This design comes from an exercise in tuning for small area, a short achievable clock period and few clock cycles per item on the open sky130 flow, not from production work.
In this exercise RTL edits were held to simulation tests only and were not proved equivalent to the original.

==> flow/design.v <==
module tbc_arith (
    input  wire        clk,
    input  wire        rst,
    input  wire        start,
    input  wire [31:0] cmd,
    input  wire [31:0] arg0,
    input  wire [31:0] arg1,
    input  wire [31:0] arg2,
    input  wire [31:0] arg3,
    input  wire [31:0] arg4,
    output reg         busy,
    output reg         done,
    output reg  [3:0]  err,
    output reg  [31:0] res0,
    output reg  [31:0] res1,
    output reg  [31:0] res2,
    output reg  [31:0] res3,
    output reg  [31:0] res4,
    output reg  [31:0] res5,
    output reg  [31:0] budget_us
);
    localparam [3:0] E_NONE = 4'd0, E_ILLEGAL = 4'd1, E_RANGE = 4'd2,
                     E_VALIDATION = 4'd3, E_DIV0 = 4'd4;
    localparam [1:0] OP_STEP = 2'd0, OP_M2U = 2'd1, OP_U2M = 2'd2, OP_SET = 2'd3;
    function [4:0] f_t;
        input [7:0] p;
        begin
            case (p)
            8'd0: f_t = 5'd0;
            8'd1: f_t = 5'd0;
            8'd2: f_t = 5'd0;
            8'd3: f_t = 5'd0;
            8'd4: f_t = 5'd0;
            8'd5: f_t = 5'd1;
            8'd6: f_t = 5'd1;
            8'd7: f_t = 5'd1;
            8'd8: f_t = 5'd1;
            8'd9: f_t = 5'd1;
            8'd10: f_t = 5'd1;
            8'd11: f_t = 5'd1;
            8'd12: f_t = 5'd1;
            8'd13: f_t = 5'd2;
            8'd14: f_t = 5'd2;
            8'd15: f_t = 5'd2;
            8'd16: f_t = 5'd2;
            8'd17: f_t = 5'd2;
            8'd18: f_t = 5'd2;
            8'd19: f_t = 5'd2;
            8'd20: f_t = 5'd2;
            8'd21: f_t = 5'd3;
            8'd22: f_t = 5'd3;
            8'd23: f_t = 5'd3;
            8'd24: f_t = 5'd3;
            8'd25: f_t = 5'd3;
            8'd26: f_t = 5'd3;
            8'd27: f_t = 5'd3;
            8'd28: f_t = 5'd3;
            8'd29: f_t = 5'd3;
            8'd30: f_t = 5'd4;
            8'd31: f_t = 5'd4;
            8'd32: f_t = 5'd4;
            8'd33: f_t = 5'd4;
            8'd34: f_t = 5'd4;
            8'd35: f_t = 5'd4;
            8'd36: f_t = 5'd4;
            8'd37: f_t = 5'd4;
            8'd38: f_t = 5'd5;
            8'd39: f_t = 5'd5;
            8'd40: f_t = 5'd5;
            8'd41: f_t = 5'd5;
            8'd42: f_t = 5'd5;
            8'd43: f_t = 5'd5;
            8'd44: f_t = 5'd5;
            8'd45: f_t = 5'd5;
            8'd46: f_t = 5'd6;
            8'd47: f_t = 5'd6;
            8'd48: f_t = 5'd6;
            8'd49: f_t = 5'd6;
            8'd50: f_t = 5'd6;
            8'd51: f_t = 5'd6;
            8'd52: f_t = 5'd6;
            8'd53: f_t = 5'd6;
            8'd54: f_t = 5'd6;
            8'd55: f_t = 5'd7;
            8'd56: f_t = 5'd7;
            8'd57: f_t = 5'd7;
            8'd58: f_t = 5'd7;
            8'd59: f_t = 5'd7;
            8'd60: f_t = 5'd7;
            8'd61: f_t = 5'd7;
            8'd62: f_t = 5'd7;
            8'd63: f_t = 5'd8;
            8'd64: f_t = 5'd8;
            8'd65: f_t = 5'd8;
            8'd66: f_t = 5'd8;
            8'd67: f_t = 5'd8;
            8'd68: f_t = 5'd8;
            8'd69: f_t = 5'd8;
            8'd70: f_t = 5'd8;
            8'd71: f_t = 5'd9;
            8'd72: f_t = 5'd9;
            8'd73: f_t = 5'd9;
            8'd74: f_t = 5'd9;
            8'd75: f_t = 5'd9;
            8'd76: f_t = 5'd9;
            8'd77: f_t = 5'd9;
            8'd78: f_t = 5'd9;
            8'd79: f_t = 5'd9;
            8'd80: f_t = 5'd10;
            8'd81: f_t = 5'd10;
            8'd82: f_t = 5'd10;
            8'd83: f_t = 5'd10;
            8'd84: f_t = 5'd10;
            8'd85: f_t = 5'd10;
            8'd86: f_t = 5'd10;
            8'd87: f_t = 5'd10;
            8'd88: f_t = 5'd11;
            8'd89: f_t = 5'd11;
            8'd90: f_t = 5'd11;
            8'd91: f_t = 5'd11;
            8'd92: f_t = 5'd11;
            8'd93: f_t = 5'd11;
            8'd94: f_t = 5'd11;
            8'd95: f_t = 5'd11;
            8'd96: f_t = 5'd12;
            8'd97: f_t = 5'd12;
            8'd98: f_t = 5'd12;
            8'd99: f_t = 5'd12;
            8'd100: f_t = 5'd12;
            8'd101: f_t = 5'd12;
            8'd102: f_t = 5'd12;
            8'd103: f_t = 5'd12;
            8'd104: f_t = 5'd12;
            8'd105: f_t = 5'd13;
            8'd106: f_t = 5'd13;
            8'd107: f_t = 5'd13;
            8'd108: f_t = 5'd13;
            8'd109: f_t = 5'd13;
            8'd110: f_t = 5'd13;
            8'd111: f_t = 5'd13;
            8'd112: f_t = 5'd13;
            8'd113: f_t = 5'd14;
            8'd114: f_t = 5'd14;
            8'd115: f_t = 5'd14;
            8'd116: f_t = 5'd14;
            8'd117: f_t = 5'd14;
            8'd118: f_t = 5'd14;
            8'd119: f_t = 5'd14;
            8'd120: f_t = 5'd14;
            8'd121: f_t = 5'd15;
            8'd122: f_t = 5'd15;
            8'd123: f_t = 5'd15;
            8'd124: f_t = 5'd15;
            8'd125: f_t = 5'd15;
            8'd126: f_t = 5'd15;
            8'd127: f_t = 5'd15;
            8'd128: f_t = 5'd15;
            8'd129: f_t = 5'd15;
            8'd130: f_t = 5'd16;
            8'd131: f_t = 5'd16;
            8'd132: f_t = 5'd16;
            8'd133: f_t = 5'd16;
            8'd134: f_t = 5'd16;
            8'd135: f_t = 5'd16;
            8'd136: f_t = 5'd16;
            8'd137: f_t = 5'd16;
            8'd138: f_t = 5'd17;
            8'd139: f_t = 5'd17;
            8'd140: f_t = 5'd17;
            8'd141: f_t = 5'd17;
            8'd142: f_t = 5'd17;
            8'd143: f_t = 5'd17;
            8'd144: f_t = 5'd17;
            8'd145: f_t = 5'd17;
            8'd146: f_t = 5'd18;
            8'd147: f_t = 5'd18;
            8'd148: f_t = 5'd18;
            8'd149: f_t = 5'd18;
            8'd150: f_t = 5'd18;
            8'd151: f_t = 5'd18;
            8'd152: f_t = 5'd18;
            8'd153: f_t = 5'd18;
            8'd154: f_t = 5'd18;
            8'd155: f_t = 5'd19;
            8'd156: f_t = 5'd19;
            8'd157: f_t = 5'd19;
            8'd158: f_t = 5'd19;
            8'd159: f_t = 5'd19;
            8'd160: f_t = 5'd19;
            8'd161: f_t = 5'd19;
            8'd162: f_t = 5'd19;
            8'd163: f_t = 5'd20;
            8'd164: f_t = 5'd20;
            8'd165: f_t = 5'd20;
            8'd166: f_t = 5'd20;
            8'd167: f_t = 5'd20;
            8'd168: f_t = 5'd20;
            8'd169: f_t = 5'd20;
            8'd170: f_t = 5'd20;
            8'd171: f_t = 5'd21;
            8'd172: f_t = 5'd21;
            8'd173: f_t = 5'd21;
            8'd174: f_t = 5'd21;
            8'd175: f_t = 5'd21;
            8'd176: f_t = 5'd21;
            8'd177: f_t = 5'd21;
            8'd178: f_t = 5'd21;
            8'd179: f_t = 5'd21;
            8'd180: f_t = 5'd22;
            8'd181: f_t = 5'd22;
            8'd182: f_t = 5'd22;
            8'd183: f_t = 5'd22;
            8'd184: f_t = 5'd22;
            8'd185: f_t = 5'd22;
            8'd186: f_t = 5'd22;
            8'd187: f_t = 5'd22;
            8'd188: f_t = 5'd23;
            8'd189: f_t = 5'd23;
            8'd190: f_t = 5'd23;
            8'd191: f_t = 5'd23;
            8'd192: f_t = 5'd23;
            8'd193: f_t = 5'd23;
            8'd194: f_t = 5'd23;
            8'd195: f_t = 5'd23;
            8'd196: f_t = 5'd24;
            8'd197: f_t = 5'd24;
            8'd198: f_t = 5'd24;
            8'd199: f_t = 5'd24;
            8'd200: f_t = 5'd24;
            8'd201: f_t = 5'd24;
            8'd202: f_t = 5'd24;
            8'd203: f_t = 5'd24;
            8'd204: f_t = 5'd24;
            8'd205: f_t = 5'd25;
            8'd206: f_t = 5'd25;
            8'd207: f_t = 5'd25;
            8'd208: f_t = 5'd25;
            8'd209: f_t = 5'd25;
            8'd210: f_t = 5'd25;
            8'd211: f_t = 5'd25;
            8'd212: f_t = 5'd25;
            8'd213: f_t = 5'd26;
            8'd214: f_t = 5'd26;
            8'd215: f_t = 5'd26;
            8'd216: f_t = 5'd26;
            8'd217: f_t = 5'd26;
            8'd218: f_t = 5'd26;
            8'd219: f_t = 5'd26;
            8'd220: f_t = 5'd26;
            8'd221: f_t = 5'd27;
            8'd222: f_t = 5'd27;
            8'd223: f_t = 5'd27;
            8'd224: f_t = 5'd27;
            8'd225: f_t = 5'd27;
            8'd226: f_t = 5'd27;
            8'd227: f_t = 5'd27;
            8'd228: f_t = 5'd27;
            8'd229: f_t = 5'd27;
            8'd230: f_t = 5'd28;
            8'd231: f_t = 5'd28;
            8'd232: f_t = 5'd28;
            8'd233: f_t = 5'd28;
            8'd234: f_t = 5'd28;
            8'd235: f_t = 5'd28;
            8'd236: f_t = 5'd28;
            8'd237: f_t = 5'd28;
            8'd238: f_t = 5'd29;
            8'd239: f_t = 5'd29;
            8'd240: f_t = 5'd29;
            8'd241: f_t = 5'd29;
            8'd242: f_t = 5'd29;
            8'd243: f_t = 5'd29;
            8'd244: f_t = 5'd29;
            8'd245: f_t = 5'd29;
            8'd246: f_t = 5'd30;
            8'd247: f_t = 5'd30;
            8'd248: f_t = 5'd30;
            8'd249: f_t = 5'd30;
            8'd250: f_t = 5'd30;
            8'd251: f_t = 5'd30;
            8'd252: f_t = 5'd30;
            8'd253: f_t = 5'd30;
            8'd254: f_t = 5'd30;
            8'd255: f_t = 5'd31;
            endcase
        end
    endfunction
    function [19:0] f_mp;
        input [7:0] p;
        begin
            f_mp = {p, 12'd0} - {4'd0, p, 8'd0} - {7'd0, p, 5'd0} + {10'd0, p, 2'd0}
                 + {12'd0, p} + {15'd0, f_t(p)};
        end
    endfunction
    function [37:0] f_wh;
        input [3:0] i;
        begin
            case (i)
            4'd0: f_wh = 38'd0;
            4'd1: f_wh = 38'd16376710288;
            4'd2: f_wh = 38'd32753420576;
            4'd3: f_wh = 38'd49130130864;
            4'd4: f_wh = 38'd65506841152;
            4'd5: f_wh = 38'd81883551440;
            4'd6: f_wh = 38'd98260261728;
            4'd7: f_wh = 38'd114636972016;
            4'd8: f_wh = 38'd131013682304;
            4'd9: f_wh = 38'd147390392592;
            4'd10: f_wh = 38'd163767102880;
            4'd11: f_wh = 38'd180143813168;
            4'd12: f_wh = 38'd196520523456;
            4'd13: f_wh = 38'd212897233744;
            4'd14: f_wh = 38'd229273944032;
            4'd15: f_wh = 38'd245650654320;
            endcase
        end
    endfunction
    function [33:0] f_wl;
        input [3:0] i;
        begin
            case (i)
            4'd0: f_wl = 34'd0;
            4'd1: f_wl = 34'd1023544393;
            4'd2: f_wl = 34'd2047088786;
            4'd3: f_wl = 34'd3070633179;
            4'd4: f_wl = 34'd4094177572;
            4'd5: f_wl = 34'd5117721965;
            4'd6: f_wl = 34'd6141266358;
            4'd7: f_wl = 34'd7164810751;
            4'd8: f_wl = 34'd8188355144;
            4'd9: f_wl = 34'd9211899537;
            4'd10: f_wl = 34'd10235443930;
            4'd11: f_wl = 34'd11258988323;
            4'd12: f_wl = 34'd12282532716;
            4'd13: f_wl = 34'd13306077109;
            4'd14: f_wl = 34'd14329621502;
            4'd15: f_wl = 34'd15353165895;
            endcase
        end
    endfunction
    function [23:0] f_wt;
        input [4:0] i;
        begin
            case (i)
            5'd0: f_wt = 24'd0;
            5'd1: f_wt = 24'd268435;
            5'd2: f_wt = 24'd536870;
            5'd3: f_wt = 24'd805305;
            5'd4: f_wt = 24'd1073740;
            5'd5: f_wt = 24'd1342175;
            5'd6: f_wt = 24'd1610610;
            5'd7: f_wt = 24'd1879045;
            5'd8: f_wt = 24'd2147480;
            5'd9: f_wt = 24'd2415915;
            5'd10: f_wt = 24'd2684350;
            5'd11: f_wt = 24'd2952785;
            5'd12: f_wt = 24'd3221220;
            5'd13: f_wt = 24'd3489655;
            5'd14: f_wt = 24'd3758090;
            5'd15: f_wt = 24'd4026525;
            5'd16: f_wt = 24'd4294960;
            5'd17: f_wt = 24'd4563395;
            5'd18: f_wt = 24'd4831830;
            5'd19: f_wt = 24'd5100265;
            5'd20: f_wt = 24'd5368700;
            5'd21: f_wt = 24'd5637135;
            5'd22: f_wt = 24'd5905570;
            5'd23: f_wt = 24'd6174005;
            5'd24: f_wt = 24'd6442440;
            5'd25: f_wt = 24'd6710875;
            5'd26: f_wt = 24'd6979310;
            5'd27: f_wt = 24'd7247745;
            5'd28: f_wt = 24'd7516180;
            5'd29: f_wt = 24'd7784615;
            5'd30: f_wt = 24'd8053050;
            5'd31: f_wt = 24'd8321485;
            endcase
        end
    endfunction
    function [27:0] f_w;
        input [7:0] p;
        reg [37:0] v;
        begin
            v = f_wh(p[7:4]) + {4'd0, f_wl(p[3:0])} + {14'd0, f_wt(f_t(p))};
            f_w = v[37:10];
        end
    endfunction
    function [16:0] f_dec;
        input [15:0] r;
        reg   [23:0] sh;
        begin
            sh = {16'd0, r[7:0]} << r[11:8];
            if (r[7:0] == 8'd0)
                f_dec = {1'b0, 16'd1};
            else if (r[15:12] != 4'd0 || sh[23:16] != 8'd0 || sh[15:0] == 16'hFFFF)
                f_dec = {1'b1, 16'd0};
            else
                f_dec = {1'b0, sh[15:0] + 16'd1};
        end
    endfunction
    function [15:0] f_enc;
        input [15:0] t;
        reg   [15:0] ls;
        reg   [15:0] sh;
        reg   [3:0]  m;
        integer i;
        begin
            ls = t - 16'd1;
            m = 4'd0;
            for (i = 8; i < 16; i = i + 1)
                if (ls[i]) m = i - 7;
            sh = ls >> m;
            f_enc = (t == 16'd0) ? 16'd0 : {4'd0, m, sh[7:0]};
        end
    endfunction
    function [5:0] f_blen42;
        input [41:0] v;
        integer i;
        begin
            f_blen42 = 6'd0;
            for (i = 0; i < 42; i = i + 1)
                if (v[i]) f_blen42 = i + 1;
        end
    endfunction
    function [4:0] f_blen20;
        input [19:0] v;
        integer i;
        begin
            f_blen20 = 5'd0;
            for (i = 0; i < 20; i = i + 1)
                if (v[i]) f_blen20 = i + 1;
        end
    endfunction
    wire c_dec   = cmd == 32'h00000001;
    wire c_enc   = cmd == 32'h00000002;
    wire c_macro = cmd == 32'h00000003;
    wire c_m2u   = cmd == 32'h00000004;
    wire c_u2m   = cmd == 32'h00000005;
    wire c_seq   = cmd == 32'h00000008;
    wire c_vdec  = cmd == 32'h00000009;
    wire c_vpre  = cmd == 32'h0000000A;
    wire c_vfin  = cmd == 32'h0100000A;
    wire c_step  = cmd == 32'h0000000B;
    wire c_get   = cmd == 32'h0000000C;
    wire c_set   = cmd == 32'h0000000D;
    wire c_srle  = cmd == 32'h0000000E;
    wire c_srld  = cmd == 32'h0000000F;
    wire accept = start && !busy;
    reg [31:0] ra0;         
    wire [7:0] s_in = arg0[7:0];
    reg [7:0] p_in;
    always @* begin
        case (cmd[3:0])
            4'h4, 4'h5: p_in = arg1[7:0];
            4'hB:       p_in = {arg0[14:8] + 7'd1, 1'b0};
            4'hD:       p_in = arg0[15:8];
            default:    p_in = arg0[7:0];
        endcase
    end
    wire [7:0]  p_w  = busy ? {ra0[22:16] + 7'd1, 1'b0} :
                       cmd[3] ? {arg0[14:8] + 7'd1, 1'b0} : arg1[7:0];
    wire [19:0] mp_in = f_mp(p_in);
    wire [27:0] w_w  = f_w(p_w);
    wire [16:0] dt_in = f_dec(cmd[3] ? arg1[15:0] : arg0[15:0]);
    wire [16:0] st_pre_dec = dt_in;
    wire [16:0] st_fin_dec = f_dec(arg1[31:16]);
    wire [15:0] st_pre_sub = s_in[6] ? st_pre_dec[15:0] : 16'd0;
    wire [16:0] st_fin_mc  = {1'b0, st_fin_dec[15:0]} - {1'b0, st_pre_sub};
    wire        st_range   = (arg0[15:8] >= 8'd127) || (arg0[23:16] >= 8'd127) ||
                             st_pre_dec[16] || st_fin_dec[16] || st_fin_mc[16];
    wire        en_tcc = s_in[4], en_msrc = s_in[3], en_dss = s_in[2],
                en_pre = s_in[6], en_fin = s_in[7];
    reg  [12:0] k_tot;
    always @* begin
        case ({en_fin, en_pre, en_dss, en_msrc, en_tcc})
            5'd0: k_tot = 13'd2870;
            5'd1: k_tot = 13'd3460;
            5'd2: k_tot = 13'd3530;
            5'd3: k_tot = 13'd4120;
            5'd4: k_tot = 13'd4250;
            5'd5: k_tot = 13'd4840;
            5'd6: k_tot = 13'd4250;
            5'd7: k_tot = 13'd4840;
            5'd8: k_tot = 13'd3530;
            5'd9: k_tot = 13'd4120;
            5'd10: k_tot = 13'd4190;
            5'd11: k_tot = 13'd4780;
            5'd12: k_tot = 13'd4910;
            5'd13: k_tot = 13'd5500;
            5'd14: k_tot = 13'd4910;
            5'd15: k_tot = 13'd5500;
            5'd16: k_tot = 13'd3420;
            5'd17: k_tot = 13'd4010;
            5'd18: k_tot = 13'd4080;
            5'd19: k_tot = 13'd4670;
            5'd20: k_tot = 13'd4800;
            5'd21: k_tot = 13'd5390;
            5'd22: k_tot = 13'd4800;
            5'd23: k_tot = 13'd5390;
            5'd24: k_tot = 13'd4080;
            5'd25: k_tot = 13'd4670;
            5'd26: k_tot = 13'd4740;
            5'd27: k_tot = 13'd5330;
            5'd28: k_tot = 13'd5460;
            5'd29: k_tot = 13'd6050;
            5'd30: k_tot = 13'd5460;
            5'd31: k_tot = 13'd6050;
        endcase
    end
    wire [34:0] sum_in = (en_tcc ? {3'd0, arg1} : 35'd0)
                       + (en_dss ? {2'd0, arg1, 1'b0} : en_msrc ? {3'd0, arg1} : 35'd0)
                       + (en_pre ? {3'd0, arg2} : 35'd0)
                       + (en_fin ? {3'd0, arg3} : 35'd0)
                       + {22'd0, k_tot};
    wire        srl_s    = arg0[31];
    wire [7:0]  srl_x    = arg0[30:23];
    wire [23:0] srl_mant = {1'b1, arg0[22:0]};
    wire        srl_zero = (srl_x == 8'd0) && (arg0[22:0] == 23'd0);
    wire        srl_bad  = (srl_x == 8'd255) || (srl_s && !srl_zero) ||
                           (srl_x > 8'd135) ||
                           (srl_x == 8'd135 && srl_mant > 24'hFFFEB8);
    wire [7:0]  srl_shift = 8'd143 - srl_x;
    wire [23:0] srl_q     = (srl_x < 8'd120) ? 24'd0 : (srl_mant >> srl_shift[4:0]);
    reg  [3:0]  sd_k;
    integer     j;
    always @* begin
        sd_k = 4'd0;
        for (j = 0; j < 16; j = j + 1)
            if (arg0[j]) sd_k = j;
    end
    wire [38:0] sd_sh  = {23'd0, arg0[15:0]} << (5'd23 - {1'b0, sd_k});
    wire [31:0] sd_res = (arg0[15:0] == 16'd0) ? 32'd0 :
                         {1'b0, {4'd0, sd_k} + 8'd120, sd_sh[22:0]};
    reg        i_fin;       
    reg [3:0]  i_err;
    reg        i_w0, i_w3, i_wb;
    reg [31:0] i_res0;
    reg [1:0]  i_op;        
    always @* begin
        i_fin = 1'b1; i_err = E_NONE; i_w0 = 1'b0; i_w3 = 1'b0; i_wb = 1'b0;
        i_res0 = 32'd0; i_op = OP_STEP;
        if (c_dec) begin
            if (arg0[31:16] != 16'd0 || dt_in[16]) i_err = E_RANGE;
            else begin i_w0 = 1'b1; i_res0 = {16'd0, dt_in[15:0]}; end
        end else if (c_enc) begin
            if (arg0[31:16] != 16'd0) i_err = E_RANGE;
            else begin i_w0 = 1'b1; i_res0 = {16'd0, enc_out}; end
        end else if (c_macro) begin
            if (arg0[31:8] != 24'd0) i_err = E_RANGE;
            else begin i_w0 = 1'b1; i_res0 = {12'd0, mp_in}; end
        end else if (c_m2u) begin
            i_op = OP_M2U;
            if (arg1[31:8] != 24'd0) i_err = E_RANGE;
            else i_fin = 1'b0;
        end else if (c_u2m) begin
            i_op = OP_U2M;
            if (arg1[31:8] != 24'd0) i_err = E_RANGE;
            else if (arg1[7:0] == 8'd0) i_err = E_DIV0;
            else i_fin = 1'b0;
        end else if (c_seq) begin
            if (arg0[31:8] != 24'd0) i_err = E_RANGE;
            else begin i_w0 = 1'b1; i_res0 = {27'd0, en_fin, en_pre, en_dss, en_msrc, en_tcc}; end
        end else if (c_vdec) begin
            if (arg0[31:8] != 24'd0 || arg0[7:0] >= 8'd127) i_err = E_RANGE;
            else begin i_w0 = 1'b1; i_res0 = {23'd0, arg0[7:0] + 8'd1, 1'b0}; end
        end else if (c_vpre || c_vfin) begin
            if (arg0[31:8] != 24'd0) i_err = E_RANGE;
            else if ((c_vpre && !(arg0[7:0] == 8'd12 || arg0[7:0] == 8'd14 ||
                                  arg0[7:0] == 8'd16 || arg0[7:0] == 8'd18)) ||
                     (c_vfin && !(arg0[7:0] == 8'd8 || arg0[7:0] == 8'd10 ||
                                  arg0[7:0] == 8'd12 || arg0[7:0] == 8'd14)))
                i_err = E_VALIDATION;
            else begin i_w0 = 1'b1; i_res0 = {25'd0, arg0[7:1]} - 32'd1; end
        end else if (c_step) begin
            i_op = OP_STEP;
            if (st_range) i_err = E_RANGE;
            else i_fin = 1'b0;
        end else if (c_get) begin
            if (arg0[31:8] != 24'd0 || sum_in[34:32] != 3'd0) i_err = E_RANGE;
            else begin i_w0 = 1'b1; i_res0 = sum_in[31:0]; i_wb = 1'b1; end
        end else if (c_set) begin
            i_op = OP_SET;
            if (arg0[31:16] != 16'd0 || arg3[31:16] != 16'd0) i_err = E_RANGE;
            else if (arg4 < 32'd20000) i_err = E_VALIDATION;
            else if (!en_fin) i_w3 = 1'b1;
            else i_fin = 1'b0;
        end else if (c_srle) begin
            if (srl_bad) i_err = E_VALIDATION;
            else begin i_w0 = 1'b1; i_res0 = (srl_x == 8'd0) ? 32'd0 : {8'd0, srl_q}; end
        end else if (c_srld) begin
            if (arg0[31:16] != 16'd0) i_err = E_RANGE;
            else begin i_w0 = 1'b1; i_res0 = sd_res; end
        end else begin
            i_err = E_ILLEGAL;
        end
    end
    localparam integer DB = 4;           
    localparam integer NC = (32 + DB - 1) / DB;    
    localparam integer NX = NC * DB;     
    reg [1:0]  op;
    reg [2:0]  ph;
    reg        big;         
    reg        ovf;         
    reg [31:0] ra1;         
    reg [34:0] ra2;         
    reg [15:0] ra3;         
    reg [19:0] mp_r;        
    reg [27:0] w_r;         
    reg [31:0] qq;          
    reg [NX-1:0] nx;        
    reg [19:0] rr;          
    reg [3:0]  dcnt;        
    wire [7:0]  st_pre_p  = {ra0[14:8] + 7'd1, 1'b0};
    wire [7:0]  st_fin_p  = {ra0[22:16] + 7'd1, 1'b0};
    wire [8:0]  st_msrc_m = {1'b0, ra0[31:24]} + 9'd1;
    wire [10:0] st_fin_mp = {3'd0, st_fin_p} + {1'd0, st_fin_p, 2'd0} - {st_fin_p[5:0], 5'd0}
                          - {st_fin_p[2:0], 8'd0} + {6'd0, f_t(st_fin_p)};
    reg  [15:0] ma;
    reg         f_c;
    reg  [43:0] bo_sum;
    reg  [29:0] bo_m;
    reg         bo_neg, bo_one, bo_two;
    reg  [2:0]  bo_d;
    integer bi;
    always @* begin
        bo_sum = (f_c ? 44'h20000 : 44'd0) + 44'hAAAC0000000;
        for (bi = 0; bi < 9; bi = bi + 1) begin
            bo_d   = {(2*bi+1 < 16) ? ma[2*bi+1] : 1'b0, (2*bi < 16) ? ma[2*bi] : 1'b0,
                      (bi == 0) ? 1'b0 : ma[2*bi-1]};
            bo_neg = bo_d[2] && !(bo_d[1] && bo_d[0]);
            bo_one = bo_d[1] ^ bo_d[0];
            bo_two = (bo_d[2] && !bo_d[1] && !bo_d[0]) || (!bo_d[2] && bo_d[1] && bo_d[0]);
            bo_m   = bo_one ? {2'd0, w_r} : bo_two ? {1'b0, w_r, 1'b0} : 30'd0;
            if (bo_neg) bo_m = ~bo_m;
            bo_sum = bo_sum + ({13'd0, ~bo_m[29], bo_m} << (2*bi)) + ({43'd0, bo_neg} << (2*bi));
        end
    end
    wire [25:0] fq_e  = bo_sum[43:18];
    wire [21:0] f_lo  = ma[10:0] * mp_r[10:0];
    wire [10:0] f_s11 = f_lo[10:0] + (f_c ? 11'd500 : 11'd0)
                      + {fq_e[6:0], 4'd0} + {fq_e[7:0], 3'd0};
    wire [10:0] f_r11 = f_s11 ^ {fq_e[0], 10'd0};
    wire        f_ge  = f_r11 >= 11'd1000;
    wire [25:0] fq_e1 = fq_e + 26'd1;
    wire [25:0] fq    = f_ge ? fq_e1 : fq_e;
    wire [9:0]  fr    = f_ge ? f_r11[9:0] - 10'd1000 : f_r11[9:0];
    wire [34:0] fin_us_w = {3'd0, ra1} + {19'd0, ra3} + 35'd590 - ra2;   
    wire [31:0] u_w      = (op == OP_SET) ? fin_us_w[31:0] : ra0;
    wire [41:0] n_w      = {u_w, 10'd0} - {5'd0, u_w, 4'd0} - {7'd0, u_w, 3'd0} + {23'd0, mp_r[19:1]};
    wire [5:0]  bn_w     = f_blen42(n_w);
    wire [4:0]  bm_w     = f_blen20(mp_r);
    wire [6:0]  nq_w     = {1'b0, bn_w} - {2'd0, bm_w} + 7'd1;
    reg  [3:0]  ncyc_w;
    reg  [19:0] r0_w;
    reg  [NX-1:0] nx0_w;
    integer c;
    always @* begin
        ncyc_w = NC;
        for (c = NC - 1; c >= 1; c = c - 1)
            if (nq_w[6] || nq_w <= c * DB) ncyc_w = c;
        r0_w = 20'd0;
        nx0_w = {NX{1'b0}};
        for (c = 1; c <= NC; c = c + 1)
            if (ncyc_w == c) begin
                r0_w = n_w >> (c * DB);
                nx0_w = n_w << (NX - c * DB);
            end
    end
    reg [19:0] rs;
    reg [DB-1:0] qb;
    reg [21:0] dtry;
    integer k;
    always @* begin
        rs = rr;
        for (k = DB - 1; k >= 0; k = k - 1) begin
            dtry = {1'b0, rs, nx[NX - DB + k]} - {2'd0, mp_r};
            if (!dtry[21]) begin rs = dtry[19:0]; qb[k] = 1'b1; end
            else begin rs = {rs[18:0], nx[NX - DB + k]}; qb[k] = 1'b0; end
        end
    end
    wire [31:0] qq_next = {qq[31-DB:0], qb};
    wire [32:0] set_fm = {1'b0, qq} + (ra0[6] ? {17'd0, ra3} : 33'd0);
    wire [15:0] enc_out = f_enc(busy ? set_fm[15:0] : arg0[15:0]);
    wire [10:0] m2u_rs  = {1'b0, nx[9:0]} + {1'b0, ra3[9:0]};
    wire [33:0] m2u_big = {2'd0, nx[25:10], 16'd0} + {18'd0, rr[15:0]} + {8'd0, qq[25:0]}
                        + {33'd0, m2u_rs >= 11'd1000};
    reg        m_fin;
    reg [3:0]  m_err;
    reg [5:0]  m_wm;
    reg        m_wb;
    reg [31:0] m_res0, m_res1;
    always @* begin
        m_fin = 1'b0; m_err = E_NONE; m_wm = 6'd0; m_wb = 1'b0;
        m_res0 = 32'd0; m_res1 = 32'd0;
        f_c = 1'b1;
        case (op)
        OP_STEP: begin
            if (ph == 3'd3) begin
                m_fin = 1'b1; m_wm = 6'b111111;
                m_res0 = {7'd0, st_msrc_m, st_fin_p, st_pre_p};
                m_res1 = qq;
            end
        end
        OP_M2U: begin
            case (ph)
            3'd1: begin
                if (!big) begin
                    m_fin = 1'b1; m_wm = 6'b000001; m_res0 = {6'd0, fq};
                end
            end
            3'd2: f_c = 1'b0;
            3'd3: begin
                f_c = 1'b0;
                if (ovf) begin m_fin = 1'b1; m_err = E_RANGE; end
            end
            default: begin
                m_fin = 1'b1;
                if (m2u_big[33:32] != 2'd0) m_err = E_RANGE;
                else begin m_wm = 6'b000001; m_res0 = m2u_big[31:0]; end
            end
            endcase
        end
        OP_U2M: begin
            if (ph != 3'd1 && dcnt == 4'd1) begin
                m_fin = 1'b1; m_wm = 6'b000001; m_res0 = qq_next;
            end
        end
        default: begin  
            if (ph == 3'd1) begin
                if (fin_us_w[34]) begin m_fin = 1'b1; m_err = E_VALIDATION; end
                else if (mp_r == 20'd0) begin m_fin = 1'b1; m_err = E_DIV0; end
            end else if (ph == 3'd3) begin
                m_fin = 1'b1;
                if (set_fm[32:16] != 17'd0) m_err = E_RANGE;
                else begin
                    m_wm = 6'b001111; m_wb = 1'b1;
                    m_res0 = {16'd0, enc_out};
                    m_res1 = {16'd0, set_fm[15:0]};
                end
            end
        end
        endcase
    end
    wire        i_ok = i_fin && i_err == E_NONE;
    wire        m_ok = m_fin && m_err == E_NONE;
    always @(posedge clk) begin
        if (rst) begin
            busy <= 1'b0;
            done <= 1'b0;
            err <= E_NONE;
            res0 <= 32'd0; res1 <= 32'd0; res2 <= 32'd0;
            res3 <= 32'd0; res4 <= 32'd0; res5 <= 32'd0;
            budget_us <= 32'd0;
        end else begin
            done <= accept ? i_fin : (busy && m_fin);
            busy <= accept ? !i_fin : (busy && !m_fin);
            if (accept) begin
                if (i_fin) err <= i_err;
                if (i_ok && i_w0) res0 <= i_res0;
                if (i_ok && i_w3) res3 <= 32'd0;
                if (i_ok && i_wb) budget_us <= sum_in[31:0];
            end else if (busy) begin
                if (m_fin) err <= m_err;
                if (m_ok && m_wm[0]) res0 <= m_res0;
                if (m_ok && m_wm[1]) res1 <= m_res1;
                if (m_ok && m_wm[2]) res2 <= (op == OP_STEP) ? {16'd0, ra1[15:0]} : ra2[31:0];
                if (m_ok && m_wm[3]) res3 <= (op == OP_STEP) ? {6'd0, nx[25:0]} : 32'd1;
                if (m_ok && m_wm[4]) res4 <= {16'd0, ra1[31:16]};
                if (m_ok && m_wm[5]) res5 <= {6'd0, fq};
                if (m_ok && m_wb) budget_us <= ra1;
            end
        end
    end
    always @(posedge clk) begin
        if (accept) begin
            op <= i_op;
            ph <= 3'd1;
            ra0 <= arg0;
            ra1 <= c_step ? {st_fin_mc[15:0], st_pre_dec[15:0]} : c_set ? arg4 : arg1;
            ra2 <= sum_in;
            ra3 <= arg3[15:0];
            mp_r <= mp_in;
            w_r <= w_w;
            big <= arg0[31:16] != 16'd0;
            ma <= c_step ? {7'd0, {1'b0, arg0[31:24]} + 9'd1} : arg0[15:0];
        end else if (busy) begin
            ph <= ph + 3'd1;
            case (op)
            OP_STEP: begin
                if (ph == 3'd1) begin qq <= {6'd0, fq}; ma <= ra1[15:0]; end
                if (ph == 3'd2) begin
                    nx <= {6'd0, fq}; ma <= ra1[31:16];
                    mp_r[10:0] <= st_fin_mp; w_r <= w_w;
                end
            end
            OP_M2U: begin
                if (ph == 3'd1) begin qq <= {6'd0, fq}; nx[9:0] <= fr; ma <= ra0[31:16]; end
                if (ph == 3'd2) begin
                    nx[25:10] <= fq[15:0]; ma <= {6'd0, fr};
                    ovf <= fq[25:16] != 10'd0;
                    w_r <= 28'd17179869; mp_r <= 20'h10000;
                end
                if (ph == 3'd3) begin rr[15:0] <= fq[15:0]; ra3[9:0] <= fr; end
            end
            default: begin
                if (ph == 3'd1) begin
                    if (op == OP_SET) ra2 <= fin_us_w;
                    nx <= nx0_w;
                    rr <= r0_w;
                    qq <= 32'd0;
                    dcnt <= ncyc_w;
                end else if (ph == 3'd2) begin
                    rr <= rs;
                    qq <= qq_next;
                    nx <= nx << DB;
                    dcnt <= dcnt - 4'd1;
                    if (dcnt != 4'd1) ph <= ph;
                end
            end
            endcase
        end
    end
endmodule
==> flow/flow/run.sh <==
#!/bin/bash
# Layout: the standard ORFS flow (standard synthesis, same SDC), with
# - the timing repair steps asked to leave a setup margin, so that they size
#   the critical paths for a period below the constraint's;
# - every input and output port still buffered, with a plain buf_1 cell.
# Make's output goes to flow_make.log here; each ORFS step keeps its own log
# under orfs/logs/.
set -euo pipefail
export BUFFER_PORTS_ARGS="-buffer_cell sky130_fd_sc_hd__buf_1"
bash standard.sh SETUP_SLACK_MARGIN=12 finish > flow_make.log 2>&1
==> flow/standard.sh <==
#!/bin/bash
# synth_recipe.tcl (not shown) runs the flow's synth.tcl, then flattens the netlist and writes it again
# the make line also repeats each setting of config.mk as NAME=value (left out here)
make -C /OpenROAD-flow-scripts/flow DESIGN_CONFIG=/design/flow/config.mk WORK_HOME=/design/flow/orfs CLKGATE_MAP_FILE= SYNTH_SCRIPT=/design/flow/synth_recipe.tcl "${@:-finish}"
==> flow/config.mk <==
export PLATFORM = sky130hd
export DESIGN_NAME = tbc_arith
export DESIGN_NICKNAME = tbc_arith
export VERILOG_FILES = /design/flow/design.v
export SDC_FILE = /design/flow/constraint.sdc
export NUM_CORES = 4
export LEC_CHECK = 0
export CAP_MARGIN = 20
export CORE_MARGIN = 2
export CORE_UTILIZATION = 30
export SLEW_MARGIN = 20
==> flow/constraint.sdc <==
create_clock -name core_clock -period 25.0 [get_ports {clk}]
set_input_delay 5.0000 -clock core_clock [delete_from_list [all_inputs] [get_ports {clk}]]
set_output_delay 5.0000 -clock core_clock [all_outputs]
set_load 0.01 [all_outputs]
==> reports/metrics.yaml, run 1 <==
status: "timing/DRC/antenna clean"
yosysSeqAreaShare_pct: 17.0
largest-register: "ra2"
async_flop_share_pct: 0
fill_cells: 25021
finClkSkew_ps: 89.2
drt-wirelength-per-cell_um: 30.1
grt_pass1_wl_mm: 524
critPathLaunchType: "flop"
antenna_found_initial: 46
antenna_left: 0
grt.overflow.total: 0
largest_reg_flops: 35
syn-cell-area_um2: 72100
nets: 10595
rsz0062_at_grt: "yes"
critPathRequiredTime_ps: 25510
die_w_um: 494
reg2reg_depth: 51
hold_buffers: 0
cts_max_path_buffers: 3
worst-r2r-setup-slack_ps: 12080
hold_viol: 0
cts-root-buf: "clkbuf_16"
critPathCaptureType: "flop"
io_buffers: 395
drc: 0
io_pins: 425
cts_tree: "yes"
firstDrtPassIters: 7
gr-usage-all-layers_pct: 29.3
max_slew_margin_pct: 13.0
die-area_um2: 244000
cp_max_fo: 8
timing.rr.start: "ma[9]"
slew_violations: 0
path_clk_slew_ps: 60
worst-path-buf-inv: 12
crit_family: "adder cells"
drt_iter0_markers: 8988
cts_sinks: 475
yosys_register_bits: 475
hold_end: "res4[11]"
drive_above_1_share_pct: 10.7
timing.rr.end: "res0[1]"
route.vias.total: 75335
fin_crit_sh_pct: 51.7
design.core.area_um2: 238000
synth-edff-count: 271
initial_core_util_pct: 30.2
syn_to_final_growth_pct: 15.0
dp_hpwl_mm: 290
layout_min_cycle_time_ps: 12920
worstSetupPathType: "reg -> reg"
grt_pass1_vias: 71296
cts_buffers: 60
critPathMaxStageDelay_ps: 590
path_depth: 51
viasPerCell: 6.01
fmax_mhz: 77.4
cp_common_cell: "fa_1"
postSynthCellCount: 8976
rows: 179
critical_path_arrival_ps: 13430
max_slew.worst_pin.slew_ps: 1300
hold_depth: 2
setup_viol: 0
ys.flop_type: "edfxtp_1"
clk-insertion-delay-late_ps: 750
grt_start_max_net_pins: 149
yosysWarnings: 1
synth_area_per_cell_um2: 8.03
final.setup.tns_ps: 0
wirelength_mm: 377
ys_types: 131
cts_htree_levels: 2
critPathSlowestCell: "fa_2"
gp_congestion: 1.08
hp-class: "reg -> reg"
die_h_um: 494
min_from: "res4[11]"
maxCapViolations: 0
[routing by layer]
metal	vias up	wire, um	GRT usage, %
li1	32539	-	-
met1	36675	142000	36.3
met2	4826	158000	43.6
met3	1259	40600	7.37
met4	36	35900	22.5
met5	-	310	0
[worst max path at each step]
stage / startpoint / to / slack (ps)
floorplan: mp_r[3] / rr[7] / 12130
global placement: ma[3] / res0[15] / 9950
detailed placement: ma[5] / res0[17] / 10110
CTS: ma[9] / ma[7] / 12000
global route: ma[9] / res0[13] / 11780
finish: ma[9] / res0[1] / 12080
[repair_timing]
item                       CTS  global route
pin swaps                   21           118
cloned                       4            18
resized for setup          103           224
setup endpoints to repair  145           123
hold endpoints to repair     0             0
buffers inserted            33           120
[per-stage QoR]
step	area (um^2)	util [%]	hold slack, ps	setup WS (ps)	std cells
6_report	82800	34.8	456	12080	12528
5_1_grt	82800	34.7	477	11780	12509
4_1_cts	80300	33.7	457	12000	12369
3_5_place_dp	77300	32.4	448	10110	12219
3_3_place_gp	77200	32.4	447	9950	12217
2_1_floorplan	72200	-	466	12130	9004
[worst min-delay path: stages (launching register included)]
cell     delay (ps)
dfxtp_1         310
nand2_1          50
a21oi_1          50
[cell type report]
cell class	instances	area, um^2	share of cell area, %
Tap cell	3167	3960	4.78
Clock inverter	38	339	0.409
Multi-Input combinational cell	7193	56200	67.9
Antenna cell	21	52.6	0.0634
Timing Repair Buffer	827	5530	6.67
Clock buffer	75	1710	2.07
Inverter	732	2810	3.39
Sequential cell	475	12200	14.8
[synthesized netlist by cell type, types with 147 or more instances]
library cell	n	area, um^2
edfxtp_1	271	8140
nand2_1	917	3440
dfxtp_1	204	4080
mux2i_1	151	1510
nor2_1	707	2650
o21ai_0	501	2510
nand3_1	177	886
a21oi_1	654	3270
fa_1	414	8290
a22oi_1	240	1800
xnor2_1	461	4040
xor2_1	182	1590
inv_1	712	2670
and2_1	147	920
clkbuf_1	439	1650
ha_1	697	8720
nor3_1	163	816
[layout by cell type, fill, tap and decap left out, types with 33 or more instances in the layout]
cell type | netlist | layout
a211oi_1 | 125 | 122
a21o_1 | 125 | 123
a21oi_1 | 654 | 622
a221oi_1 | 57 | 56
a22oi_1 | 240 | 233
a311oi_1 | 58 | 56
a31oi_1 | 62 | 59
and2_1 | 147 | 143
and3_1 | 79 | 78
buf_1 | 69 | 385
buf_4 | 39 | 359
clkbuf_16 | 0 | 79
dfxtp_1 | 204 | 203
edfxtp_1 | 271 | 271
fa_1 | 414 | 406
ha_1 | 697 | 677
inv_1 | 712 | 699
mux2_2 | 81 | 80
mux2i_1 | 151 | 147
nand2_1 | 917 | 910
nand2b_1 | 65 | 63
nand3_1 | 177 | 174
nand4_1 | 82 | 82
nor2_1 | 707 | 695
nor2b_1 | 66 | 61
nor3_1 | 163 | 155
nor4_1 | 53 | 44
o211ai_1 | 78 | 78
o21a_1 | 78 | 74
o21ai_0 | 501 | 480
o21ai_1 | 27 | 40
o21bai_1 | 50 | 48
o221ai_1 | 48 | 48
o22ai_1 | 61 | 60
or3_1 | 35 | 33
xnor2_1 | 461 | 432
xor2_1 | 182 | 174
[cell families after synthesis]
| kind of cell | Yosys count | share of synthesized area (%) |
|---|---|---|
| and+or+nand+nor | 2641 | 17.1 |
| other | 1 | 0.00520 |
| adders and majority gates | 1112 | 23.6 |
| muxes | 255 | 4.03 |
| buffers and inverters | 1339 | 7.35 |
| xor gates and xnor gates | 649 | 7.98 |
| AOI/OAI and AO/OA | 2504 | 22.9 |
| DFF | 475 | 17.0 |
Testbench counts, summed over its fixed seeds: cycles 5,697, cmds 2,400.
==> run 2, diff against run 1 <==
--- a/flow/design.v
+++ b/flow/design.v
@@ -447,6 +447,7 @@
     wire c_srld  = cmd == 32'h0000000F;
     wire accept = start && !busy;
     reg [31:0] ra0;         
+    reg [31:0] ra1;         
     wire [7:0] s_in = arg0[7:0];
     reg [7:0] p_in;
     always @* begin
@@ -461,13 +462,10 @@
                        cmd[3] ? {arg0[14:8] + 7'd1, 1'b0} : arg1[7:0];
     wire [19:0] mp_in = f_mp(p_in);
     wire [27:0] w_w  = f_w(p_w);
-    wire [16:0] dt_in = f_dec(cmd[3] ? arg1[15:0] : arg0[15:0]);
+    wire [16:0] dt_in = f_dec(busy ? ra1[31:16] : cmd[3] ? arg1[15:0] : arg0[15:0]);
     wire [16:0] st_pre_dec = dt_in;
-    wire [16:0] st_fin_dec = f_dec(arg1[31:16]);
-    wire [15:0] st_pre_sub = s_in[6] ? st_pre_dec[15:0] : 16'd0;
-    wire [16:0] st_fin_mc  = {1'b0, st_fin_dec[15:0]} - {1'b0, st_pre_sub};
     wire        st_range   = (arg0[15:8] >= 8'd127) || (arg0[23:16] >= 8'd127) ||
-                             st_pre_dec[16] || st_fin_dec[16] || st_fin_mc[16];
+                             st_pre_dec[16];
     wire        en_tcc = s_in[4], en_msrc = s_in[3], en_dss = s_in[2],
                 en_pre = s_in[6], en_fin = s_in[7];
     reg  [12:0] k_tot;
@@ -601,7 +599,6 @@
     reg [2:0]  ph;
     reg        big;         
     reg        ovf;         
-    reg [31:0] ra1;         
     reg [34:0] ra2;         
     reg [15:0] ra3;         
     reg [19:0] mp_r;        
@@ -613,6 +610,7 @@
     wire [7:0]  st_pre_p  = {ra0[14:8] + 7'd1, 1'b0};
     wire [7:0]  st_fin_p  = {ra0[22:16] + 7'd1, 1'b0};
     wire [8:0]  st_msrc_m = {1'b0, ra0[31:24]} + 9'd1;
+    wire [16:0] st_fin_mc = {1'b0, dt_in[15:0]} - {1'b0, ra0[6] ? ra1[15:0] : 16'd0};
     wire [10:0] st_fin_mp = {3'd0, st_fin_p} + {1'd0, st_fin_p, 2'd0} - {st_fin_p[5:0], 5'd0}
                           - {st_fin_p[2:0], 8'd0} + {6'd0, f_t(st_fin_p)};
     reg  [15:0] ma;
@@ -695,6 +693,9 @@
         f_c = 1'b1;
         case (op)
         OP_STEP: begin
+            if (ph == 3'd1 && (dt_in[16] || st_fin_mc[16])) begin
+                m_fin = 1'b1; m_err = E_RANGE;
+            end
             if (ph == 3'd3) begin
                 m_fin = 1'b1; m_wm = 6'b111111;
                 m_res0 = {7'd0, st_msrc_m, st_fin_p, st_pre_p};
@@ -776,7 +777,7 @@
             op <= i_op;
             ph <= 3'd1;
             ra0 <= arg0;
-            ra1 <= c_step ? {st_fin_mc[15:0], st_pre_dec[15:0]} : c_set ? arg4 : arg1;
+            ra1 <= c_step ? {arg1[31:16], st_pre_dec[15:0]} : c_set ? arg4 : arg1;
             ra2 <= sum_in;
             ra3 <= arg3[15:0];
             mp_r <= mp_in;
@@ -787,7 +788,7 @@
             ph <= ph + 3'd1;
             case (op)
             OP_STEP: begin
-                if (ph == 3'd1) begin qq <= {6'd0, fq}; ma <= ra1[15:0]; end
+                if (ph == 3'd1) begin qq <= {6'd0, fq}; ma <= ra1[15:0]; ra1[31:16] <= st_fin_mc[15:0]; end
                 if (ph == 3'd2) begin
                     nx <= {6'd0, fq}; ma <= ra1[31:16];
                     mp_r[10:0] <= st_fin_mp; w_r <= w_w;
==> run 2 against run 1 <==
- critical path depth decreased by 1
- sequential cell count is the same
- setup slack better by 200 ps
- final cell count fell by 0.94%
- synthesized area is 0.54% lower
- routed wire length down 1.2%
- cell area decreased by 1.8%
- via count is 1.3% lower
- global-route usage is essentially flat
- largest cell class unchanged
==> reports/metrics.yaml, run 2 <==
multiInputGateArea_um2: 55700  # was 56200 um^2
io_buffers: 395  # unchanged
finClkSkew_ps: 65.5  # was 89.2 ps
gp_congestion: 1.06  # was 1.08
die_h_um: 493  # was 494 um
fill_cells: 24940  # was 25021
grt_start_max_net_pins: 112  # was 149
yosys_register_bits: 475  # unchanged
yosysWarnings: 1  # unchanged
final.setup.tns_ps: 0  # unchanged
syn-cell-area_um2: 71700  # was 72100 um^2
ys_types: 123  # was 131
firstDrtPassIters: 8  # was 7
setup_viol: 0  # unchanged
drc: 0  # unchanged
cts_buffers: 66  # was 60
largest-register: "ra2"  # unchanged
async_flop_share_pct: 0  # unchanged
grt.overflow.total: 0  # unchanged
die_w_um: 493  # was 494 um
initial_core_util_pct: 30.2  # about the same
maxCapViolations: 0  # unchanged
die-area_um2: 243000  # was 244000 um^2
clk-insertion-delay-late_ps: 750  # about the same
cts-root-buf: "clkbuf_16"  # unchanged
worstSetupPathType: "reg -> reg"  # unchanged
cts_sinks: 475  # unchanged
nets: 10475  # was 10595
synth-edff-count: 271  # unchanged
critPathMaxStageDelay_ps: 730  # was 590 ps
io_pins: 425  # unchanged
dp_hpwl_mm: 293  # was 290 mm
wirelength_mm: 372  # was 377 mm
drt-wirelength-per-cell_um: 30.0  # was 30.1 um
syn_to_final_growth_pct: 13.6  # was 15.0%
yosysSeqAreaShare_pct: 17.1  # was 17.0%
largest_reg_flops: 35  # unchanged
antenna_found_initial: 26  # was 46
timing.final.ws_setup_ps: 12270  # was 12080 ps
place_ws_ps: 10390  # was 10110 ps
final_cell_mix: "867 x nand2_1, 761 x nor2_1, 721 x inv_1, 690 x ha_1, 641 x a21oi_1"  # was 910 x nand2_1, 699 x inv_1, 695 x nor2_1, 677 x ha_1, 622 x a21oi_1
route.vias.total: 74351  # was 75335
critical_path_arrival_ps: 13150  # was 13430 ps
rsz0062_at_grt: "yes"  # unchanged
synth_common_cells: "872 x nand2_1, 780 x nor2_1, 726 x inv_1"  # was 917 x nand2_1, 712 x inv_1, 707 x nor2_1
cts_max_path_buffers: 3  # unchanged
slew_violations: 0  # unchanged
grt_pass1_vias: 71181  # was 71296
max_slew.worst_pin.slew_ps: 1200  # was 1300 ps
cts_htree_levels: 3  # was 2
cp_max_fo: 9  # was 8
crit_family: "compound AO/OA/AOI/OAI gates"  # was adder cells
design.core.area_um2: 238000  # about the same
yosysMostFrequentCell: "nand2_1"  # unchanged
netlist_top_cells_area: "ha_1 12%, fa_1 12%, edfxtp_1 11%"  # unchanged
hp-class: "reg -> reg"  # unchanged
viasPerCell: 5.99  # was 6.01
drt_iter0_markers: 9191  # was 8988
seqCellArea_um2: 12200  # unchanged
grt_pass1_wl_mm: 522  # was 524 mm
critPathRequiredTime_ps: 25430  # was 25510 ps
critPathLaunchType: "flop"  # unchanged
final_util_pct: 34.2  # was 34.8%
hold_viol: 0  # unchanged
ys.flop_type: "edfxtp_1"  # unchanged
max_slew_margin_pct: 19.7  # was 13.0%
yosysTopAreaCellShare_pct: 12.2  # was 12.1%
postSynthCellCount: 8926  # was 8976
critPathSlowestCell: "a222oi_1"  # was fa_2
path_clk_slew_ps: 70  # was 60 ps
rows: 179  # unchanged
fmax_mhz: 78.6  # was 77.4 MHz
layout_commonest_cell: "nand2_1"  # unchanged
worst-path-buf-inv: 7  # was 12
drive_above_1_share_pct: 8.71  # was 10.7%
antenna_left: 0  # unchanged
status: "timing/DRC/antenna clean"  # unchanged
layout_min_cycle_time_ps: 12730  # was 12920 ps
critPathCaptureType: "flop"  # unchanged
cts_tree: "yes"  # unchanged
post-synth-top-area-cell: "ha_1"  # unchanged
fin_crit_sh_pct: 50.9  # was 51.7%
gr-usage-all-layers_pct: 29.3  # about the same
synth_area_per_cell_um2: 8.03  # about the same
## run 2: cell count changes after synthesis, sizes merged, moves of 18 or more
cell    delta
nand4     -28
nand2b    -21
nor2      +67
mux2i     +55
mux2      -24
and3      +18
nand2     -50
and2      -18
xnor2     -33
nand3     +25
clkbuf    -26
a311oi    -18
a21o      +35
o21ai     -68
## run 2: cells by family after synthesis
| kind of cell | after synthesis | share of synthesized area [%] |
|---|---|---|
| flip-flops | 475 | 17.1 |
| AND/OR/NAND/NOR | 2644 | 17.0 |
| adder cells (fa/ha/maj) | 1110 | 23.7 |
| multiplexers | 282 | 4.30 |
| XOR/XNOR | 617 | 7.65 |
| buffers and inverters | 1321 | 7.25 |
| AO/OA/AOI/OAI | 2476 | 23.0 |
| other | 1 | 0.00523 |
## run 2: area by class of cell
cell class	instances	area share [%]
Clock inverter	37	0.526
Multi-Input combinational cell	7161	68.4
Timing Repair Buffer	722	5.38
Antenna cell	21	0.0646
Tap cell	3167	4.87
Clock buffer	83	2.24
Inverter	744	3.49
Sequential cell	475	15.0
## run 2: stage by stage
stage / hold slack [ps] / instances / cell area, um^2
finish: 450 / 12410 / 81400
global route: 483 / 12390 / 81300
CTS: 452 / 12319 / 79700
detailed placement: 445 / 12181 / 76900
global placement: 445 / 12180 / 76900
floorplan: 466 / 8954 / 71800
## run 2: tightest hold or removal path, delay by kind of cell, from the launching register on
| kind | cells | cell delay, ps |
|---|---|---|
| flops | 1 | 300 |
| simple gates | 1 | 50 |
| compound gates | 1 | 50 |
## run 2: per-layer routing
layer	up-vias	share of wire, %	GRT usage, %	wire (um)
met5	-	0.036	0.254	134
met4	10	7.3	17.4	27300
met3	970	10	6.92	37900
met2	4545	42	44.4	158000
met1	36533	40	37.8	149000
li1	32293	-	-	-
## run 2: repair_timing
action,4_1_cts,5_1_grt
resized for setup,85,174
pin swaps,9,43
hold buffers,0,0
endpoints found under the setup margin,154,201
setup buffers,18,58
gates cloned,0,12
## run 2: worst paths after layout
kind / from / to / slack (ps) / cells after the start
setup reg to reg: ra1[2] / rr[19] / 12270 / 50
hold / removal: res1[27] / res1[27] / 450 / 2
setup / recovery: ra1[2] / rr[19] / 12270 / 50
hold reg to reg: res1[27] / res1[27] / 450 / 2
Testbench counts of run 2, summed over its fixed seeds: cycles 5,697, cmds 2,400.
==> run 3, diff against run 2 <==
--- a/flow/config.mk
+++ b/flow/config.mk
@@ -5,7 +5,7 @@
 export SDC_FILE = /design/flow/constraint.sdc
 export NUM_CORES = 4
 export LEC_CHECK = 0
-export CAP_MARGIN = 20
+export CAP_MARGIN = 10
 export CORE_MARGIN = 2
 export CORE_UTILIZATION = 30
-export SLEW_MARGIN = 20
+export SLEW_MARGIN = 10
==> run 3 against run 2 <==
- still clean on timing, DRC and antenna
- routed wire length is essentially flat
- global-route usage is essentially flat
- non-clock buffer count grew 5
- critical path depth shrank 19
- via count is essentially flat
- final cell count is essentially flat
- first-iteration DRC count grew 1.9%
- highest routed layer unchanged
==> reports/metrics.yaml, run 3 <==
cts_htree_levels: 3  # unchanged
synth_area_per_cell_um2: 8.03  # unchanged
syn-cell-area_um2: 71700  # unchanged
critPathRequiredTime_ps: 25640  # was 25430 ps
cts_max_path_buffers: 3  # unchanged
io_buffers: 395  # unchanged
status: "timing/DRC/antenna clean"  # unchanged
grt_pass1_wl_mm: 522  # about the same
grt_pass1_vias: 71161  # was 71181
firstDrtPassIters: 13  # was 8
cts_tree: "yes"  # unchanged
crit_start: "cmd[3]"  # was ra1[2]
postSynthCellCount: 8926  # unchanged
dp_hpwl_mm: 292  # was 293 mm
ys_types: 123  # unchanged
stdcell_area_um2: 81500  # was 81400 um^2
yosysMostFrequentCell: "nand2_1"  # unchanged
io_pins: 425  # unchanged
fin_crit_sh_pct: 51.4  # was 50.9%
die_w_um: 493  # unchanged
max_slew_margin_pct: 7.16  # was 19.7%
nets: 10482  # was 10475
critical_path_arrival_ps: 13490  # was 13150 ps
grt_start_max_net_pins: 112  # unchanged
timing.final.ws_setup_ps: 12140  # was 12270 ps
cts-root-buf: "clkbuf_16"  # unchanged
clk-insertion-delay-late_ps: 730  # was 750 ps
largest-register: "ra2"  # unchanged
syn_to_final_growth_pct: 13.7  # was 13.6%
hold_viol: 0  # unchanged
drt_iter0_markers: 9363  # was 9191
final_cell_mix: "865 x nand2_1, 762 x nor2_1, 720 x inv_1, 689 x ha_1, 639 x a21oi_1"  # was 867 x nand2_1, 761 x nor2_1, 721 x inv_1, 690 x ha_1, 641 x a21oi_1
antenna_found_initial: 36  # was 26
design.core.area_um2: 238000  # unchanged
critPathCaptureType: "flop"  # unchanged
yosysWarnings: 1  # unchanged
place_area_um2: 76900  # about the same
wirelength_mm: 373  # was 372 mm
critPathLaunchType: "input pin"  # was flop
die_h_um: 493  # unchanged
drive_above_1_share_pct: 8.95  # was 8.71%
max_slew.worst_pin.slew_ps: 1390  # was 1200 ps
cts_sinks: 475  # unchanged
layout_commonest_cell: "nand2_1"  # unchanged
synth-edff-count: 271  # unchanged
async_flop_share_pct: 0  # unchanged
synth_common_cells: "872 x nand2_1, 780 x nor2_1, 726 x inv_1"  # unchanged
path_clk_slew_ps: 60  # was 70 ps
drt-wirelength-per-cell_um: 30.0  # about the same
critPathMaxStageDelay_ps: 660  # was 730 ps
viasPerCell: 5.98  # was 5.99
gr-usage-all-layers_pct: 29.3  # about the same
cp_max_fo: 51  # was 9
cts_buffers: 67  # was 66
finClkSkew_ps: 66.2  # was 65.5 ps
hp-class: "reg -> reg"  # unchanged
grt.overflow.total: 0  # unchanged
fmax_mhz: 77.8  # was 78.6 MHz
slew_violations: 0  # unchanged
drc: 0  # unchanged
maxCapViolations: 0  # unchanged
layout_min_cycle_time_ps: 12860  # was 12730 ps
largest_reg_flops: 35  # unchanged
antenna_left: 0  # unchanged
min_from: "res1[27]"  # unchanged
fill_cells: 24966  # was 24940
gp_congestion: 1.06  # unchanged
netlist_top_cells_area: "ha_1 12%, fa_1 12%, edfxtp_1 11%"  # unchanged
yosys_register_bits: 475  # unchanged
die-area_um2: 243000  # unchanged
rows: 179  # unchanged
post-synth-top-area-cell: "ha_1"  # unchanged
final.setup.tns_ps: 0  # unchanged
timing.rr.start: "ra1[2]"  # unchanged
hold_ws_ps: 457  # was 450 ps
initial_core_util_pct: 30.2  # unchanged
yosysTopAreaCellShare_pct: 12.2  # unchanged
worst-path-buf-inv: 7  # unchanged
crit_family: "compound AO/OA/AOI/OAI gates"  # unchanged
place_ws_ps: 10290  # was 10390 ps
setup_viol: 0  # unchanged
worstSetupPathType: "in -> reg"  # was reg -> reg
yosysSeqAreaShare_pct: 17.1  # unchanged
ys.flop_type: "edfxtp_1"  # unchanged
rsz0062_at_grt: "yes"  # unchanged
critPathSlowestCell: "a211oi_1"  # was a222oi_1
route.vias.total: 74278  # was 74351
run 3: area by class of cell:
type	instances	area [um^2]	area share, %
Antenna cell	19	47.5	0.0584
Clock buffer	83	1850	2.27
Clock inverter	40	414	0.508
Inverter	744	2840	3.49
Multi-Input combinational cell	7161	55700	68.4
Sequential cell	475	12200	15.0
Tap cell	3167	3960	4.86
Timing Repair Buffer	727	4410	5.41
Timing Repair inverter	1	5.00	0.00614
run 3: worst min-delay path, delay by kind of cell, from the launching register on:
| family | cells | cell delay, ps |
|---|---|---|
| compound gates | 1 | 50 |
| flops | 1 | 310 |
| simple gates | 1 | 50 |
run 3: kinds of logic after synthesis:
family / after synthesis / share of synthesized area [%]
and+or+nand+nor: 2644 / 17.0
AOI/OAI and AO/OA: 2476 / 23.0
buffers and inverters: 1321 / 7.25
adders and majority gates: 1110 / 23.7
xor gates and xnor gates: 617 / 7.65
DFF: 475 / 17.1
muxes: 282 / 4.30
other: 1 / 0.00523
run 3: through the flow:
| stage | utilization [%] | std cells |
|---|---|---|
| CTS | 33.6 | 12324 |
| global route | 34.3 | 12399 |
| finish | 34.3 | 12417 |
| floorplan | - | 8954 |
| global placement | 32.4 | 12180 |
| detailed placement | 32.4 | 12182 |
run 3: worst paths after layout:
path                                  to  slack, ps  depth (start not counted)
worst min register to register  res1[27]        460                          2
worst max-delay path            res2[16]      12140                         31
worst min-delay path            res1[27]        460                          2
worst max register to register     rr[8]      12420                         52
run 3: layer usage:
| layer | up-vias | track usage [%] | share of wire [%] |
|---|---|---|---|
| li1 | 32297 | - | - |
| met1 | 36340 | 37.9 | 40 |
| met2 | 4599 | 44.3 | 42 |
| met3 | 1014 | 6.86 | 11 |
| met4 | 28 | 17.4 | 7.4 |
| met5 | - | 0 | 0.050 |
run 3: repair_timing:
item / 4_1_cts / 5_1_grt
endpoints found under the hold margin: 0 / 0
pin swaps: 7 / 46
setup buffers: 18 / 62
setup endpoints to repair: 175 / 209
hold buffers: 0 / 0
resized for setup: 87 / 183
cloned: 1 / 12

## separate check: timing with driven ports
Ports are ideal in the flow. The routed layouts listed here were re-timed in OpenROAD.
Step 1 assumes that a clkbuf_16 drives the clock port and a buf_2 every other input.
Step 2 times the ports against the registers' clock, not the clock port: input delays grow and output delays shrink by t, the midpoint of the rising clock arrivals with the driver on.
Slacks: ideal / step 1 / step 2; pairs: ideal / step 1.
| run | shift t [ns] | setup slack, ns | cell pins on the clock port's net |
|---|---|---|---|
| run 1 | 0.801 | 12.077 / 12.077 / 11.438 | 1 |
| run 2 | 0.823 | 12.275 / 12.275 / 11.574 | 1 |
| run 3 | 0.802 | 12.145 / 12.227 / 11.425 | 1 |
After both steps every run listed still meets setup and hold. For run 3, which loses most, drivers alone change the setup slack by +0.082 ns; drivers and shift together by -0.720 ns.
